This design comes from an exercise in tuning for small area, a short achievable clock period and few clock cycles on the open sky130 flow, not from production work. The RTL of this run was laid out without a check of its function. No activity file was given, so power comes from the tool's default toggle rates.

File: flow/config.mk
export PLATFORM = sky130hd
export DESIGN_NAME = frame_rx
export DESIGN_NICKNAME = frame_rx
export VERILOG_FILES = /design/flow/design.v
export SDC_FILE = /design/flow/constraint.sdc
export NUM_CORES = 4
export LEC_CHECK = 0
export CAP_MARGIN = 20
export CORE_MARGIN = 2
export CORE_UTILIZATION = 55
export CTS_CLUSTER_DIAMETER = 120
export CTS_CLUSTER_SIZE = 24
export PLACE_DENSITY = 0.7
export SETUP_SLACK_MARGIN = 5
export SLEW_MARGIN = 20
export TNS_END_PERCENT = 100
File: flow/design.v
module frame_rx (
    input  wire        clk,
    input  wire        rst,
    input  wire        cmd_valid,
    output wire        cmd_ready,
    input  wire [15:0] cmd_word,
    input  wire [7:0]  rx_avail,
    input  wire        rx_err,
    input  wire        rx_valid,
    input  wire [7:0]  rx_data,
    output wire        rx_ready,
    output reg         rsp_valid,
    output reg  [1:0]  rsp_status,
    output reg  [31:0] rsp_data,
    output reg         ev_valid,
    output reg         ev_hdr,
    output reg  [7:0]  ev_port,
    output reg  [7:0]  ev_data
);
    localparam [7:0] HM0 = 8'hA5, HM1 = 8'h5A;
    localparam [7:0] TM0 = 8'hC3, TM1 = 8'h3C;
    localparam [15:0] CRC_MAGIC = 16'hDBFA;    
    localparam [1:0] ST_OK = 2'd0, ST_IO_ERROR = 2'd1, ST_ILLEGAL = 2'd2;
    localparam [1:0] R_SYNC = 2'd0, R_HDR = 2'd1, R_BODY = 2'd2;
    function [15:0] crc_byte(input [15:0] c, input [7:0] d);
        integer k;
        reg [15:0] x;
        begin
            x = c ^ {8'h00, d};
            for (k = 0; k < 8; k = k + 1)
                x = x[0] ? ((x >> 1) ^ 16'hA001) : (x >> 1);
            crc_byte = x;
        end
    endfunction
    function [31:0] inc32(input [31:0] c, input ci);
        integer g, b;
        reg cy, run;
        begin
            run = ci;
            for (g = 0; g < 4; g = g + 1) begin
                cy = run;
                for (b = 0; b < 8; b = b + 1) begin
                    inc32[8*g+b] = c[8*g+b] ^ cy;
                    cy = c[8*g+b] & cy;
                end
                run = run & (&c[8*g +: 8]);
            end
        end
    endfunction
    function [31:0] add7(input [31:0] c, input [6:0] a);
        reg [7:0] lo;
        reg [31:0] up;
        begin
            lo = {1'b0, c[6:0]} + {1'b0, a};
            up = inc32({7'd0, c[31:7]}, lo[7]);
            add7 = {up[24:0], lo[6:0]};
        end
    endfunction
    reg        busy;           
    reg        rd_act;         
    reg [6:0]  rd_left;
    reg        clr_pend, reg_pend;
    reg [7:0]  reg_arg;
    reg [6:0]  free_r;         
    reg        rx_vq;
    reg [7:0]  rx_q;
    reg [7:0]  mem [0:63];
    reg [6:0]  wr;             
    reg [6:0]  cur;            
    reg [6:0]  head;           
    reg        behind;         
    reg        cb_ok;          
    reg [7:0]  cb;
    reg [1:0]  rs;
    reg        hold, hold_a5;  
    reg [2:0]  pos;            
    reg        sz_bad;
    reg [5:0]  h_size;
    reg [7:0]  h_port;
    reg [15:0] h_crc;
    reg [15:0] crc;
    reg [5:0]  rem;            
    reg        h5;             
    reg        t0_r, last_r;   
    reg        t0_ok, crc_ok;
    reg        tr_a5;          
    reg        m_found;        
    reg [6:0]  m_pos;
    reg        port_ok;
    reg        q_valid;
    reg [5:0]  q_ptr, q_size;
    reg [7:0]  q_port;
    reg [5:0]  d_ptr, d_left;
    reg        d_busy;         
    reg        pre_hdr;        
    reg        i_msgs, i_crc, i_size, i_trl, i_norx;
    reg [6:0]  a_drop;
    reg [31:0] ctr_rcv_msgs, ctr_rcv_bytes, ctr_dropped, ctr_crc_err;
    reg [31:0] ctr_size_err, ctr_trailer_err, ctr_no_receiver;
    reg [255:0] port_reg;
    wire [7:0] arg = cmd_word[15:8];
    wire is_process  = (cmd_word == 16'h0001);
    wire is_register = (cmd_word[7:0] == 8'h02);
    wire is_read     = (cmd_word[7:0] == 8'h03) && (arg < 8'd7);
    wire is_clear    = (cmd_word == 16'h0004);
    wire [6:0] take  = ({1'b0, rx_avail} < {1'b0, free_r}) ? rx_avail[6:0] : free_r;
    assign cmd_ready = !busy;
    assign rx_ready  = rd_act;
    wire [31:0] n_msgs  = clr_pend ? 32'd0 : inc32(ctr_rcv_msgs, i_msgs);
    wire [31:0] n_bytes = clr_pend ? 32'd0 :
                          add7(ctr_rcv_bytes, i_msgs ? {1'b0, h_size} + 7'd8 : 7'd0);
    wire [31:0] n_drop  = clr_pend ? 32'd0 : add7(ctr_dropped, a_drop);
    wire [31:0] n_crc   = clr_pend ? 32'd0 : inc32(ctr_crc_err, i_crc);
    wire [31:0] n_size  = clr_pend ? 32'd0 : inc32(ctr_size_err, i_size);
    wire [31:0] n_trl   = clr_pend ? 32'd0 : inc32(ctr_trailer_err, i_trl);
    wire [31:0] n_norx  = clr_pend ? 32'd0 : inc32(ctr_no_receiver, i_norx);
    reg [31:0] ctr_sel;
    always @(*) begin
        case (arg[2:0])
            3'd0: ctr_sel = n_msgs;
            3'd1: ctr_sel = n_bytes;
            3'd2: ctr_sel = n_drop;
            3'd3: ctr_sel = n_crc;
            3'd4: ctr_sel = n_size;
            3'd5: ctr_sel = n_trl;
            default: ctr_sel = n_norx;
        endcase
    end
    wire [7:0] bin  = behind ? cb : rx_q;
    wire       have = behind ? cb_ok : rx_vq;
    wire b_a5 = (bin == HM0);
    wire b_5a = (bin == HM1);
    wire b_c3 = (bin == TM0);
    wire b_3c = (bin == TM1);
    wire f_last   = last_r;
    wire hdr_end  = h5;
    wire stall    = f_last && q_valid && d_busy;
    wire step     = have && !stall;
    wire tr_ok    = t0_ok && b_3c;
    wire ok_frame = f_last && tr_ok && crc_ok;
    wire fail     = (hdr_end && sz_bad) || (f_last && !(tr_ok && crc_ok));
    wire pair_now = tr_a5 && b_5a;
    wire found    = m_found || pair_now;
    wire [6:0] k  = m_found ? m_pos : (cur - 7'd1);
    wire push     = step && ok_frame && port_ok && !pre_hdr;
    wire jump     = step && fail && m_found;      
    wire disp_idle = !d_busy && !q_valid;
    wire hdr_now  = push && disp_idle;            
    wire hdr_go   = q_valid && !d_busy;           
    wire [15:0] crc_d   = crc_byte(crc, ((rs == R_HDR) && pos[2]) ? 8'h00 : bin);
    wire [15:0] crc_trl = crc_byte(crc_byte(crc, TM0), TM1);
    wire [6:0] head_n = !step ? head :
                        (rs == R_SYNC) ? ((hold && hold_a5 && b_5a) ? head : cur) :
                        fail ? (found ? k : cur) :
                        ok_frame ? cur + 7'd1 : head;
    wire [6:0] c_next = cur + {6'd0, step};
    wire [6:0] w_next = wr + {6'd0, rx_vq};
    wire [6:0] c_ra   = cur + {6'd0, behind && cb_ok};
    wire [5:0] raddr  = d_busy ? d_ptr : c_ra[5:0];
    wire [7:0] rdata  = mem[raddr];
    wire behind_next  = jump || (c_next != w_next);
    wire [5:0] dl_next = d_busy ? d_left - 6'd1 :
                         hdr_go ? q_size :
                         hdr_now ? h_size : 6'd0;
    wire q_next   = (push && !disp_idle) || (q_valid && d_busy);
    wire pre_ok    = !behind && rx_vq && !stall && t0_r && b_c3 &&
                     (crc_trl == h_crc) && port_ok && disp_idle;
    wire early_hdr = pre_ok && rd_act && rx_valid && (rx_data == TM1);
    wire calm_next = rx_vq ? (!stall && ((rs == R_SYNC) || (rs == R_HDR && !pos[2]) ||
                                         (rs == R_BODY && !t0_r && !last_r)))
                           : ((rs == R_SYNC) || (rs == R_HDR && !h5) ||
                              (rs == R_BODY && !last_r));
    wire early_fin = busy && rd_act && rx_valid && (rd_left == 7'd1) && !behind &&
                     calm_next && !q_next && (dl_next == 6'd0);
    wire fin = busy && !rd_act && !behind_next && !q_next && (dl_next == 6'd0);
    always @(posedge clk) begin
        if (rx_vq)
            mem[wr[5:0]] <= rx_q;
    end
    always @(posedge clk) begin
        rx_q <= rx_data;
        port_ok <= port_reg[h_port];
        reg_arg <= arg;
        if (!(behind && cb_ok && !step)) begin
            if (c_ra == wr)
                cb <= rx_q;
            else
                cb <= rdata;
        end
    end
    always @(posedge clk) begin
        if (rst) begin
            busy <= 1'b0;
            free_r <= 7'd64;
            rd_act <= 1'b0;
            rd_left <= 7'd0;
            clr_pend <= 1'b0;
            reg_pend <= 1'b0;
            rx_vq <= 1'b0;
            wr <= 7'd0;
            cur <= 7'd0;
            head <= 7'd0;
            behind <= 1'b0;
            cb_ok <= 1'b0;
            rs <= R_SYNC;
            hold <= 1'b0;
            h5 <= 1'b0;
            t0_r <= 1'b0;
            last_r <= 1'b0;
            q_valid <= 1'b0;
            d_left <= 6'd0;
            d_busy <= 1'b0;
            pre_hdr <= 1'b0;
            i_msgs <= 1'b0;
            i_crc <= 1'b0;
            i_size <= 1'b0;
            i_trl <= 1'b0;
            i_norx <= 1'b0;
            a_drop <= 7'd0;
            ctr_rcv_msgs <= 32'd0;
            ctr_rcv_bytes <= 32'd0;
            ctr_dropped <= 32'd0;
            ctr_crc_err <= 32'd0;
            ctr_size_err <= 32'd0;
            ctr_trailer_err <= 32'd0;
            ctr_no_receiver <= 32'd0;
            port_reg <= 256'd0;
            rsp_valid <= 1'b0;
            rsp_status <= 2'd0;
            rsp_data <= 32'd0;
            ev_valid <= 1'b0;
            ev_hdr <= 1'b0;
            ev_port <= 8'd0;
            ev_data <= 8'd0;
        end else begin
            rsp_valid <= 1'b0;
            ev_valid <= 1'b0;
            ev_hdr <= 1'b0;
            clr_pend <= 1'b0;
            reg_pend <= 1'b0;
            free_r <= 7'd64 - (w_next - head_n);
            if (reg_pend)
                port_reg[reg_arg] <= 1'b1;
            i_msgs <= 1'b0;
            i_crc <= 1'b0;
            i_size <= 1'b0;
            i_trl <= 1'b0;
            i_norx <= 1'b0;
            a_drop <= 7'd0;
            ctr_rcv_msgs <= n_msgs;
            ctr_rcv_bytes <= n_bytes;
            ctr_dropped <= n_drop;
            ctr_crc_err <= n_crc;
            ctr_size_err <= n_size;
            ctr_trailer_err <= n_trl;
            ctr_no_receiver <= n_norx;
            if (!busy) begin
                if (cmd_valid) begin
                    rsp_data <= 32'd0;
                    rsp_status <= ST_OK;
                    if (is_process) begin
                        if (rx_err) begin
                            rsp_status <= ST_IO_ERROR;
                            rsp_valid <= 1'b1;
                        end else begin
                            busy <= 1'b1;
                            rd_left <= take;
                            rd_act <= (take != 7'd0);
                        end
                    end else if (is_register) begin
                        reg_pend <= 1'b1;
                        rsp_valid <= 1'b1;
                    end else if (is_read) begin
                        rsp_data <= ctr_sel;
                        rsp_valid <= 1'b1;
                    end else if (is_clear) begin
                        clr_pend <= 1'b1;
                        rsp_valid <= 1'b1;
                    end else begin
                        rsp_status <= ST_ILLEGAL;
                        rsp_valid <= 1'b1;
                    end
                end
            end else if (fin || early_fin) begin
                busy <= 1'b0;
                rsp_valid <= 1'b1;
            end
            rx_vq <= rd_act && rx_valid;
            if (rd_act && rx_valid) begin
                rd_left <= rd_left - 7'd1;
                if (rd_left == 7'd1)
                    rd_act <= 1'b0;
            end
            wr <= w_next;
            behind <= behind_next;
            cb_ok <= behind_next && !jump && (behind && cb_ok && !step || !d_busy);
            d_left <= dl_next;
            d_busy <= (dl_next != 6'd0);
            q_valid <= q_next;
            pre_hdr <= early_hdr;
            if (d_busy) begin
                ev_valid <= 1'b1;
                ev_data <= rdata;
                d_ptr <= d_ptr + 6'd1;
            end else if (hdr_go) begin
                ev_valid <= 1'b1;
                ev_hdr <= 1'b1;
                ev_port <= q_port;
                ev_data <= {2'b00, q_size};
                d_ptr <= q_ptr;
            end else if (hdr_now || early_hdr) begin
                ev_valid <= 1'b1;
                ev_hdr <= 1'b1;
                ev_port <= h_port;
                ev_data <= {2'b00, h_size};
                d_ptr <= head[5:0] + 6'd6;
            end
            if (early_hdr) begin
                d_left <= h_size;
                d_busy <= (h_size != 6'd0);
            end
            if (push && !disp_idle) begin
                q_ptr <= head[5:0] + 6'd6;
                q_size <= h_size;
                q_port <= h_port;
            end
            cur <= c_next;
            head <= head_n;
            if (step) begin
                if (rs == R_SYNC) begin
                    if (hold && hold_a5 && b_5a) begin
                        rs <= R_HDR;
                        hold <= 1'b0;
                        pos <= 3'd2;
                        crc <= CRC_MAGIC;
                        tr_a5 <= 1'b0;
                        m_found <= 1'b0;
                    end else begin
                        if (hold)
                            a_drop <= 7'd1;
                        hold <= 1'b1;
                        hold_a5 <= b_a5;
                    end
                end else begin
                    pos <= pos + 3'd1;
                    h5 <= (rs == R_HDR) && (pos == 3'd4);
                    crc <= crc_d;
                    tr_a5 <= b_a5;
                    if (!m_found && pair_now) begin
                        m_found <= 1'b1;
                        m_pos <= cur - 7'd1;
                    end
                    if (rs == R_HDR) begin
                        case (pos[1:0])
                            2'd2: begin
                                sz_bad <= (bin > 8'd56);
                                h_size <= bin[5:0];
                            end
                            2'd3: h_port <= bin;
                            2'd0: h_crc[7:0] <= bin;
                            default: h_crc[15:8] <= bin;
                        endcase
                        if (hdr_end && !sz_bad) begin
                            rs <= R_BODY;
                            rem <= h_size + 6'd2;
                            t0_r <= (h_size == 6'd0);
                        end
                    end else begin
                        rem <= rem - 6'd1;
                        t0_r <= (rem == 6'd3);
                        last_r <= (rem == 6'd2);
                        if (t0_r) begin
                            t0_ok <= b_c3;
                            crc_ok <= (crc_trl == h_crc);
                        end
                    end
                    if (fail || ok_frame) begin
                        h5 <= 1'b0;
                        t0_r <= 1'b0;
                        last_r <= 1'b0;
                    end
                    if (fail) begin
                        i_size <= hdr_end;
                        i_trl <= f_last && !tr_ok;
                        i_crc <= f_last && tr_ok;
                        if (found) begin
                            a_drop <= k - head;
                            cur <= k + 7'd2;
                            rs <= R_HDR;
                            pos <= 3'd2;
                            crc <= CRC_MAGIC;
                            tr_a5 <= 1'b0;
                            m_found <= 1'b0;
                        end else begin
                            a_drop <= cur - head;
                            hold <= 1'b1;
                            hold_a5 <= b_a5;
                            rs <= R_SYNC;
                        end
                    end else if (ok_frame) begin
                        i_msgs <= 1'b1;
                        i_norx <= !port_ok;
                        rs <= R_SYNC;
                        hold <= 1'b0;
                    end
                end
            end
        end
    end
endmodule
File: flow/standard.sh
#!/bin/bash
# synth_recipe.tcl (not shown) runs the flow's synth.tcl, then flattens the netlist and writes it again
# the make line also repeats each setting of config.mk as NAME=value (left out here)
make -C /OpenROAD-flow-scripts/flow DESIGN_CONFIG=/design/flow/config.mk WORK_HOME=/design/flow/orfs CLKGATE_MAP_FILE= SYNTH_SCRIPT=/design/flow/synth_recipe.tcl "${@:-finish}"
File: flow/flow/run.sh
#!/bin/bash
set -euo pipefail
bash standard.sh SETUP_SLACK_MARGIN=6.7 finish > std_flow.log 2>&1
File: flow/constraint.sdc
create_clock -name core_clock -period 10.0 [get_ports {clk}]
set_input_delay 2.0000 -clock core_clock [delete_from_list [all_inputs] [get_ports {clk}]]
set_output_delay 2.0000 -clock core_clock [all_outputs]
set_load 0.01 [all_outputs]
==> results_dict.tcl <==
set metrics [dict create \
    cp-end-kind "flop" \
    worstReg2RegEnd "rsp_data[29]" \
    setup_slack_ns 5.910 \
    cts_max_path_buffers 3 \
    hp-start "rsp_data[13]" \
    p_switching_mw 2.310 \
    tns_ns 0 \
    area_delta_synth_final_pct 15.27 \
    rr_worst_depth 20 \
    p_int_mw 6.862 \
    rrSetupSlack_ns 5.91 \
    r2r_start "h_size[1]" \
    p_clk_share_pct 29.3 \
    setup_viol_count_final 0 \
    antenna_found_initial 2 \
    start_kind "flop" \
    die_area_sq_um 100600 \
    grt_overflow 0 \
    dr.pass1.iters 6 \
    coreArea_sq_um 96990 \
    worstPathCellList "and2_4 -> ha_4 -> a21o_1 -> a21oi_2 -> o21bai_1 -> a2111o_1 -> and2_4 -> nand2_4 -> nor2_2 -> ha_2 -> ha_4 -> ha_4 -> ha_4 -> ha_4 -> ha_4 -> ha_4 -> a31oi_4 -> o211ai_1 -> o211ai_1 -> a21oi_1" \
    cpMostUsedCell "ha_4" \
    syn_area_per_cell_sq_um 11.98 \
    hold_violations 0 \
    pwr-share-seq_pct 58.3 \
    cp.depth 20 \
    wl_mm 152.6 \
    hold_buffers 0 \
    routed_via_density 6.304 \
    synth_area_leaders "edfxtp_1 (34%), dfxtp_1 (23%), mux4_2 (8.1%), ha_1 (5.7%), nor2_1 (4.1%)" \
    cp_data_arrival_time_ns 4.73 \
    fmax_mhz 244.5 \
    required_ns 10.64 \
    synth_top_cell_by_area "edfxtp_1" \
    min_path_type "flop to flop" \
    critPathBufInv 0 \
    worst_path_max_delay_cell "edfxtp_1" \
    crit_type "flop to flop" \
    vias 37350 \
    path_delay_family "compound AO/OA/AOI/OAI gates" \
    drive_gt1_share_pct 22.93 \
    placed_cells 5658 \
    cts-root-buf "clkbuf_16" \
    ys_warn_count 1 \
    insertion_delay_ns 0.72 \
    largest_register_ffs 512 \
    swShare_pct 25.18 \
    tightest_slew_ns 1.173 \
    die_w_um 317.2 \
    dpl.hpwl_mm 93.52 \
    leakagePower_nw 22.47 \
    pwr-share-comb_pct 12.3 \
    synth_edf_count 614 \
    stdcell_count 5925 \
    hold_path_end "rsp_data[13]" \
    netlist_area_sq_um 53960 \
    synth_fp_nets 4790 \
    crit_path_max_fanout 2 \
    slew_violations 0 \
    ant_nets 0 \
    ys_types 87 \
    place_ws_ns 4.995 \
    grt_pass1_vias 35500 \
    synth_cells 4503 \
    slew_headroom_pct 21.50 \
    cts_tree "built" \
    powerDensity_nw_per_um2 147.5 \
    start_util_pct 55.63 \
    wl_per_cell_um 25.76 \
    ys_seq_elements 1233 \
    drc_errors 0 \
    status "timing/DRC/antenna clean" \
    rsz0062_at_grt "true" \
    power_mw 9.172 \
    yosys.area.top_type_share_pct 34.17 \
    cts.htree.levels 2 \
    fin_worst_skew_ns 0.02935 \
    ys_seq_area_share_pct 57.13 \
    rows 114 \
    synth_ff_type "dfxtp_1" \
    grt_start_max_net_pins 95 \
    fp.dieH_um 317.2 \
    pin_count 92 \
    nets 4903 \
    clock-sinks 1233 \
    clk_pin_slew_worst_paths_ns 0.11 \
    track_usage_pct 29.22 \
    ys_async_sr_fraction_pct 0 \
    fin_crit_sh_pct 40.90 \
    period_needed_ns 4.090 \
    cts_inserted_buffers 57 \
    drv_cap 0 \
    grt_first_pass_wirelength_mm 221.2 \
    io_buffer_count 91 \
    hold_depth 2 \
    drt_iter0_markers 4314 \
    vdd_drop_max_mv 0.1816 \
    critical-path-max-stage-delay_ns 0.49 \
    gp_congestion 0.9295 \
]
Yosys cell counts, types with 20 or more instances:
| library cell | number |
|---|---|
| a22oi_1 | 33 |
| mux4_2 | 193 |
| a21oi_1 | 395 |
| o22ai_1 | 32 |
| clkbuf_1 | 214 |
| xnor2_1 | 105 |
| nor2_1 | 594 |
| edfxtp_1 | 614 |
| o211ai_1 | 20 |
| dfxtp_1 | 619 |
| nor4_1 | 21 |
| mux2i_1 | 64 |
| buf_2 | 28 |
| a31oi_1 | 23 |
| nor3_1 | 60 |
| a211oi_1 | 46 |
| nand2b_1 | 24 |
| xor2_1 | 60 |
| and2_1 | 229 |
| ha_1 | 246 |
| nand2_1 | 218 |
| nor2b_1 | 28 |
| o21ai_0 | 82 |
| inv_1 | 80 |
| nand3_1 | 79 |
| and3_1 | 27 |
| buf_1 | 22 |
| nand4_1 | 49 |
| mux2_2 | 47 |
placed cells by master (no fill, tap or decap), drive strengths merged, types with 14 or more instances in the layout:
master         synthesis  routed
nand3                 79      79
nor2b                 28      28
xor2                  60      60
o21ai                 83      83
a21o                  15      15
dfxtp                619     619
ha                   246     246
nand4                 49      49
a21oi                396     396
mux4                 193     193
inv                   81      79
clkdlybuf4s15          0      15
a211oi                48      48
nor2                 595     598
clkbuf               215     111
and3                  27      27
xnor2                107     107
o22ai                 32      32
nor3                  60      61
or3                   20      20
mux2                  47      48
edfxtp               614     614
o211ai                20      20
mux2i                 65      65
buf                   56     265
nand2b                24      24
a31oi                 24      24
nand2                218     218
a22oi                 33      33
o31ai                 14      14
and2                 233     233
nor4                  21      21
logic make-up (layout without fill, tap and decap cells):
family / Yosys count / count (layout) / share of synthesized area [%]
other: 0 / 1 / 0
multiplexers: 305 / 306 / 10.25
flip-flops: 1233 / 1233 / 57.13
AO/OA/AOI/OAI: 774 / 774 / 8.748
XOR/XNOR: 171 / 171 / 2.905
adder cells (fa/ha/maj): 252 / 252 / 5.889
AND/OR/NAND/NOR: 1415 / 1419 / 12.49
buffers and inverters: 353 / 493 / 2.585
metrics by stage:
stage / hold slack, ns / utilization, % / instance area [sq um]
final: 0.4550 / 64.13 / 62200
after global routing: 0.4832 / 64.13 / 62200
after CTS: 0.4612 / 62.24 / 60370
after detailed placement: 0.4472 / 58.31 / 56560
after global placement: 0.4419 / 58.24 / 56490
after floorplan: 0.4241 / - / 54730
worst max-delay path by stage:
stage	from	endpoint	slack [ns]
after floorplan	cmd_word[13]	rd_left[1]	6.18
after global placement	behind	cb[4]	4.97
after detailed placement	behind	cb[6]	4.99
after CTS	h_size[0]	rsp_data[29]	5.90
after global routing	h_size[1]	rsp_data[29]	5.82
final	h_size[1]	rsp_data[29]	5.91
power by group through the flow:
| stage | clock network (mW) | registers [mW] | logic [mW] |
|---|---|---|---|
| after floorplan | 0 | 5.46 | 0.599 |
| after global placement | 0 | 5.47 | 0.888 |
| after detailed placement | 0 | 5.47 | 0.902 |
| after CTS | 2.72 | 5.35 | 1.03 |
| after global routing | 2.90 | 5.35 | 1.17 |
| final | 2.69 | 5.35 | 1.13 |
timing repair:
item	CTS	global route
buffers inserted	99	49
gates cloned	12	14
pin swaps	117	130
resized for setup	567	274
setup endpoints to repair	391	155
routing by layer:
layer / up-vias / global-route usage [%] / part of all wire, %
met4: 4 / 12.17 / 4.9
met5: - / 0 / 0.020
met1: 18570 / 40.02 / 40
li1: 16670 / - / -
met3: 365 / 4.245 / 8.3
met2: 1753 / 46.97 / 47
cell type report:
type | instances | area [sq um]
antenna | 1 | 2.502
clock buffer | 88 | 1585
clock inverter | 3 | 31.28
fill | 7273 | 34790
inverter | 82 | 336.6
multi-input combinational | 2922 | 24360
sequential | 1233 | 31000
tap | 1276 | 1597
timing repair buffer | 319 | 3284
timing repair inverter | 1 | 5.005
worst register-to-register path: stages (launching register included):
cell and delay, ns:
edfxtp_1 0.49, and2_4 0.21, ha_4 0.21, a21o_1 0.16, a21oi_2 0.15, o21bai_1 0.12, a2111o_1 0.41, and2_4 0.19
nand2_4 0.07, nor2_2 0.04, ha_2 0.18, ha_4 0.16, ha_4 0.16, ha_4 0.16, ha_4 0.16, ha_4 0.16
ha_4 0.28, a31oi_4 0.08, o211ai_1 0.29, o211ai_1 0.18, a21oi_1 0.16

-- re-timing with driven ports --
The results above use ideal ports. As a check the final layout listed here was re-extracted and re-timed, cells and wires unchanged. Step 1 sets driving cells, clkbuf_16 on the clock port and buf_2 on the other inputs (assumed; they add their load-dependent delay and slew). Step 2 moves the port delays by t, midway between the first and last clock arrival at a register: inputs arrive t later, outputs are due t later. That takes back most of the time a late clock gives input paths. Slacks: ideal ports / drivers / drivers and shift; pairs: ideal ports / drivers.
shift t [ns]: 0.774
setup WS [ns]: 5.910 / 5.910 / 5.875
worst setup path after step 2: input to register
pins driven straight from the clock port: 1
After both steps this run still meets setup and hold. The setup slack of this run moves by 0.000 ns with the drivers and by -0.035 ns with both steps.
